From an optimization exercise on the open Yosys and OpenROAD flow, aimed at small area, a short achievable clock period and few clock cycles per item; shortcuts taken in it are not production practice.
Function was checked by simulation only, so behaviour that the tests miss may differ from the original.
No activity file was given, so power comes from the tool's default toggle rates.

==> flow/config.mk <==
export PLATFORM = sky130hd
export DESIGN_NAME = ptouch_rle
export DESIGN_NICKNAME = ptouch_rle
export VERILOG_FILES = /design/flow/design.v
export SDC_FILE = /design/flow/constraint.sdc
export NUM_CORES = 4
export LEC_CHECK = 0
export CAP_MARGIN = 20
export CORE_MARGIN = 2
export CORE_UTILIZATION = 40
export SLEW_MARGIN = 20
==> flow/constraint.sdc <==
create_clock -name core_clock -period 8.0 [get_ports {clk}]
set_input_delay 1.6000 -clock core_clock [delete_from_list [all_inputs] [get_ports {clk}]]
set_output_delay 1.6000 -clock core_clock [all_outputs]
set_load 0.01 [all_outputs]
==> flow/design.v <==
module ptouch_rle (
    input  wire       clk,
    input  wire       rst,         
    input  wire       in_valid,
    output reg        in_ready,
    input  wire [7:0] in_data,
    input  wire       in_last,
    output reg        out_valid,
    input  wire       out_ready,
    output reg  [7:0] out_data,
    output reg        out_last
);
    localparam       QD = 8;          
    localparam       QW = 3;          
    wire in_fire = in_valid && in_ready;
    reg [1023:0] ring;
    always @(posedge clk)
        ring <= {ring[1015:0], in_fire ? in_data : ring[1023:1016]};
    reg  [6:0] T;           
    reg  [8:0] E;           
    reg       n_v, n_l, c_v, c_l;
    reg [7:0] n_b, c_b;
    reg       run;           
    reg [7:0] rl;
    reg [6:0] k;             
    reg [9:0]    q [0:QD-1];
    reg [QW-1:0] q_wp, q_rp;
    reg [QW:0]   q_cnt;
    wire cls  = c_v && (c_l || n_v) && (q_cnt != QD);
    wire eqx  = !c_l && (n_b == c_b);    
    reg       push;
    reg [9:0] push_d;
    always @(*) begin
        push   = 1'b0;
        push_d = 10'd0;
        if (cls) begin
            if (run) begin
                if (c_l || !eqx || rl == 8'd254) begin
                    push   = 1'b1;
                    push_d = {1'b1, rl, c_l};            
                end
            end else if (eqx) begin
                if (k != 7'd0) begin
                    push   = 1'b1;
                    push_d = {1'b0, 1'b0, k - 7'd1, 1'b0};
                end
            end else if (c_l || k == 7'd126) begin
                push   = 1'b1;
                push_d = {1'b0, 1'b0, k, c_l};           
            end
        end
    end
    reg       busy, b_run, b_last;
    reg [7:0] rm;            
    reg [8:0] ridx;          
    reg [6:0] sel;           
    wire       oload = !out_valid || out_ready;
    wire       q_ne  = (q_cnt != 0);
    wire [9:0] head  = q[q_rp];
    wire       pop   = oload && !busy && q_ne;
    wire [7:0] rdat  = ring[{sel, 3'b000} +: 8];
    reg [8:0] nidx;
    always @(*) begin
        if (pop)
            nidx = head[9] ? ridx + {1'b0, head[8:1]} : ridx;
        else if (busy && !b_run && oload)
            nidx = ridx + 9'd1;
        else
            nidx = (busy && b_run) ? ridx + {1'b0, rm} : ridx;
    end
    wire [8:0] needed = (busy || q_ne || !run) ? ridx : E - 9'd2;
    wire [8:0] occ    = E + {8'd0, in_fire} - needed;
    wire resync = !c_v && !n_v && !busy && !q_ne && (run || k == 7'd0);
    wire lock_next = in_fire || resync || (T + 7'd1 == E[6:0]);
    wire [QW:0] q_cnt_next = q_cnt + {{QW{1'b0}}, push} - {{QW{1'b0}}, pop};
    integer j;
    always @(posedge clk) begin
        if (rst) begin
            T <= 7'd0;
            E <= 9'd0;
            in_ready <= 1'b0;
            n_v <= 1'b0; c_v <= 1'b0; n_l <= 1'b0; c_l <= 1'b0;
            run <= 1'b0; rl <= 8'd0; k <= 7'd0;
            q_wp <= 0; q_rp <= 0; q_cnt <= 0;
            busy <= 1'b0; b_run <= 1'b0; b_last <= 1'b0; rm <= 8'd0;
            ridx <= 9'd0; sel <= 7'd0;
            out_valid <= 1'b0; out_data <= 8'd0; out_last <= 1'b0;
        end else begin
            T <= (in_fire || !resync) ? T + 7'd1 : E[6:0];
            if (in_fire) E <= E + 9'd1;
            in_ready <= lock_next && (occ < 9'd128) && (q_cnt_next < QD);
            if (cls || !c_v) begin
                c_v <= n_v; c_b <= n_b; c_l <= n_l;
                n_v <= in_fire;
            end else if (in_fire) begin
                n_v <= 1'b1;
            end
            if (in_fire) begin
                n_b <= in_data; n_l <= in_last;
            end
            if (cls) begin
                if (run) begin
                    if (c_l || !eqx || rl == 8'd254) run <= 1'b0;
                    rl <= rl + 8'd1;
                end else if (eqx) begin
                    run <= 1'b1;
                    rl  <= 8'd1;
                    k   <= 7'd0;
                end else begin
                    k <= (c_l || k == 7'd126) ? 7'd0 : k + 7'd1;
                end
            end
            if (push) begin
                q[q_wp] <= push_d;
                q_wp <= q_wp + 1'b1;
            end
            if (pop) q_rp <= q_rp + 1'b1;
            q_cnt <= q_cnt_next;
            sel <= T - nidx[6:0];
            if (oload) begin
                if (busy) begin
                    out_valid <= 1'b1;
                    out_data  <= rdat;
                    if (b_run) begin
                        out_last <= b_last;
                        busy     <= 1'b0;
                        ridx     <= ridx + {1'b0, rm} + 9'd1;
                    end else begin
                        out_last <= b_last && (rm == 8'd0);
                        ridx     <= ridx + 9'd1;
                        if (rm == 8'd0) busy <= 1'b0;
                        rm <= rm - 8'd1;
                    end
                end else if (q_ne) begin
                    out_valid <= 1'b1;
                    out_data  <= head[9] ? 8'd0 - head[8:1] : {1'b0, head[7:1]};
                    out_last  <= 1'b0;
                    busy      <= 1'b1;
                    b_run     <= head[9];
                    b_last    <= head[0];
                    rm        <= head[8:1];
                end else begin
                    out_valid <= 1'b0;
                end
            end
        end
    end
endmodule
==> flow/run.sh <==
#!/bin/bash
# synth_recipe.tcl (not shown) runs the flow's synth.tcl, then flattens the netlist and writes it again
# the make line also repeats each setting of config.mk as NAME=value (left out here)
make -C /OpenROAD-flow-scripts/flow DESIGN_CONFIG=/design/flow/config.mk WORK_HOME=/design/flow/orfs CLKGATE_MAP_FILE= SYNTH_SCRIPT=/design/flow/synth_recipe.tcl finish
==> summary.txt <==
## worst register-to-register path: stages, from the launching register on
cell      delay (ps)
dfxtp_1          910
mux4_2           420
mux2i_1          350
inv_1            120
ha_1             290
nor2b_1          130
a211oi_1         210
a21oi_1          110
ha_1             270
fa_1             440
nor2b_1          200
o21ai_0          120
a21boi_0         270
o21ai_0          170
nor3b_1          170
or3_1            300
mux2i_1          140
## final timing paths
kind / startpoint / endpoint / slack (ps) / cells after the start
worst max-delay path: out_ready / sel[6] / 2890 / 14
worst min-delay path: ring[916] / ring[924] / 320 / 0
worst max register to register: flip-flop / sel[6] / 3290 / 16
worst min register to register: ring[916] / ring[924] / 320 / 0
## final cells by class
type / instances / share of cell area
sequential: 1207 / 0.570
timing repair buffer: 54 / 0.0117
inverter: 44 / 0.00374
clock inverter: 42 / 0.0106
tap: 1276 / 0.0362
clock buffer: 166 / 0.0762
multi-input combinational: 1297 / 0.292
## power by group through the flow
stage / clock (W) / sequential [W] / combinational, W
3_5_place_dp: 0 / 0.00666 / 0.00312
2_1_floorplan: 0 / 0.00648 / 0.00236
6_report: 0.00539 / 0.00653 / 0.00311
4_1_cts: 0.00549 / 0.00653 / 0.00313
3_3_place_gp: 0 / 0.00665 / 0.00308
5_1_grt: 0.00575 / 0.00655 / 0.00337
## routing by layer
metal  routed length [µm]  vias up  GRT usage
met2                39800      398      0.276
met4                 2190        0     0.0557
met5                    0        -          0
met1                39100    11000      0.238
li1                     -     9947          -
met3                 3260      147     0.0258
## cells in the final DEF, fill, tap and decap left out, types with 45 or more instances in the layout
| master | n |
|---|---|
| dfxtp_1 | 1107 |
| mux4_2 | 251 |
| nor2_1 | 147 |
| clkbuf_16 | 116 |
| nand2_1 | 112 |
| edfxtp_1 | 96 |
| a21oi_1 | 87 |
| mux2i_1 | 59 |
| ha_1 | 58 |
| a22oi_1 | 53 |
| o21ai_0 | 45 |
## metrics by stage
step	hold WS [ps]	utilization	instance area [µm²]	total power [W]
after global placement	327	0.417	40200	0.00973
after CTS	316	0.457	44100	0.0152
after global routing	327	0.457	44100	0.0157
after detailed placement	328	0.417	40300	0.00978
after floorplan	323	-	38900	0.00884
final	315	0.457	44100	0.0150
## logic make-up after synthesis
family	count (synthesis)	share of synthesized area
DFF	1207	0.646
xor gates and xnor gates	72	0.0162
adders and majority gates	62	0.0207
muxes	338	0.173
buffers and inverters	183	0.0239
and+or+nand+nor	458	0.0559
AOI/OAI and AO/OA	367	0.0642
## Yosys cell counts, drive strengths merged, types with 5 or more instances
cell type,number,share of area
nand2,112,0.011
nand2b,14,0.0023
a31oi,19,0.0031
a211oi,30,0.0058
mux2,13,0.0038
a2111oi,9,0.0020
clkbuf,61,0.0064
a221oi,13,0.0029
or2,7,0.0011
nand3,41,0.0053
o21a,14,0.0027
and3,10,0.0016
a21o,10,0.0019
buf,76,0.013
and2,13,0.0021
inv,43,0.0042
xor2,29,0.0065
or3,8,0.0013
edfxtp,96,0.074
ha,58,0.019
nor2,149,0.014
nor3b,5,0.00097
o22ai,17,0.0027
o221ai,12,0.0029
o21ai,45,0.0058
nor2b,28,0.0045
mux4,262,0.15
nor3,35,0.0046
o211ai,9,0.0017
a22oi,53,0.010
nand4,16,0.0026
a21oi,87,0.011
dfxtp,1111,0.57
a22o,9,0.0020
xnor2,43,0.0097
mux2i,63,0.017
## flip-flops by register name, summed over array words and instances, names as in the netlist, 3 cells and up, named ones only
name and flops:
E 9, sel 7, n_b 8, rm 8, ridx 9, q 80
q_wp 3, ring 1024, c_b 8, rl 8, T 7, k 7
out_data 8, q_rp 3, q_cnt 4
==> metrics.md <==
| Metric | Value |
|---|---|
| Status | no timing/DRC/antenna violations |
| Crit path max-delay cell type | inv_1 |
| Syn nets | 2762 |
| Gate power share | 0.207 |
| Global-route wire length before repair | 134 mm |
| Antenna violations before repair | 0 |
| DRT iter0 DRCs | 1325 |
| Maximum number of pins on one net before global-route repair | 111 |
| Hold WC Path Type | flip-flop to flip-flop |
| N_diodes | 0 |
| WL per Instance | 20.6 µm |
| CTS buffer count | 114 |
| Port Buffers | 23 |
| Final hold viol count | 0 |
| Gr ovfl total | 0 |
| Residual DRC | 0 |
| Slack of the critical path | 2890 ps |
| Slew Limit Fails | 0 |
| Placed cells | 3876 |
| Peak fanout along the critical path | 21 |
| Pwr dens | 341 nW/µm² |
| Sw Share | 0.295 |
| FMAX | 0.196 GHz |
| Final ANT Viol Nets | 0 |
| Core area | 96600 µm² |
| Die area | 99700 µm² |
| Setup crit end kind | flip-flop |
| Fillers | 8346 |
| Hold-fix buffers, CTS | 0 |
| Top Ports | 24 |
| Area of the multi-input gates | 12900 µm² |
| Min Clock Period, post-route | 5110 ps |
| Global Route Usage Sum | 0.171 |
| Dpl hpwl | 54.8 mm |
| Die width | 316 µm |
| CTS max path bufs | 3 |
| Synthesis-to-layout area growth | 13.4% |
| Part of the Yosys area used for sequential elements | 0.646 |
| Gates resized, CTS repair | 0 |
| Number of global-route vias before repair | 22800 |
| CP top delay family | simple AND/OR/NAND/NOR gates |
| CTS HTree Levels | 3 |
| Post-synth EDFFs | 96 |
| Die Height | 316 µm |
| Placer Congestion | 0.823 |
| Ys flop type | dfxtp_1 |
| Net Switching | 0.00444 W |
| Most used cell, CP | o21ai_0 |
| Final setup violation count | 0 |
| Period utilization | 0.638 |
| Yosys reg bits | 1207 |
| First-pass detailed-route iteration total | 5 |
| Warnings from Yosys | 1 |
| Crit path kind | primary input to flip-flop |
| CTS tree | built |
| Setup TNS Final | 0 ps |
| Via-to-Cell Ratio | 5.25 |
| Clock latency on the worst-skew pair | 690 ps |
| Internal cell power | 0.0106 W |
| Critical Path Max Stage Delay | 700 ps |
| WL final | 84.3 mm |
| Final #Nets | 2793 |
| Root Driver | clkbuf_16 |
| Seq pwr share | 0.434 |
| WP data required | 8570 ps |
| Crit path DAT | 5680 ps |
| Critical path startpoint category | primary input |
| Leakage | 16.2 nW |
| MaxCap Viol Count | 0 |
| Cell count after synthesis | 2687 |
| Sink Count | 1207 |
| Worst slew margin | 0.290 |
| FF+latch area | 25100 µm² |
| Clk_skew | 49.3 ps |
| Number of buffers added for setup after CTS | 0 |
| VDD IR max | 0.240 mV |
| Clock share of power | 0.359 |
| Place WS | 2310 ps |
| Cell Count, Final, Fillers Out | 4086 |
| RSZ-0062 raised after global routing | false |
| Starting Density | 0.403 |
| WP buf/inv | 2 |
| Vias | 21400 |
| Worst-path clk slew | 60 ps |
| Mapped Area | 38900 µm² |
| Distinct cells, synth | 80 |
| Layout cells sized above 1 | 0.181 |
| Avg Cell Area, Syn | 14.5 µm² |
| Worst slew pin tran | 1060 ps |
| Num rows | 114 |
| Worst path cell trace | clkdlybuf4s50_1, and2b_1, nor2_1, nand2_1, inv_1, o211ai_1, o21ai_0, ha_1, o21ai_0, a21boi_0, o21ai_0, a21boi_0, or3_1, mux2i_1 |
| Async set-reset flop share out of synthesis | 0 |
Testbench counts, summed over its fixed seeds: cycles 176,218, items 176,050.

## re-timing with driven ports
The flow's constraints put no driver on any port. The routed layout listed below was extracted and timed again, unchanged, in two steps.
Step 1, drivers: a clkbuf_16 drives clk and a buf_2 each remaining input, both assumed.
Step 2 also shifts input and output timing later by t, the mid clock arrival at the registers, as if the neighbouring blocks saw the same clock.
Slacks: ideal / step 1 / step 2; pairs: ideal / step 1.
shift t [ns]: 0.729
setup WS [ns]: 2.892 / 2.928 / 2.199
hold slack, ns: 0.315 / 0.315 / 0.315
worst setup path after step 2: input to register
worst register clock-pin slew, ns: 0.07 / 0.07
After both steps setup and hold are still met in this run. The setup slack of this run moves by +0.036 ns with the drivers and by -0.693 ns with both steps.
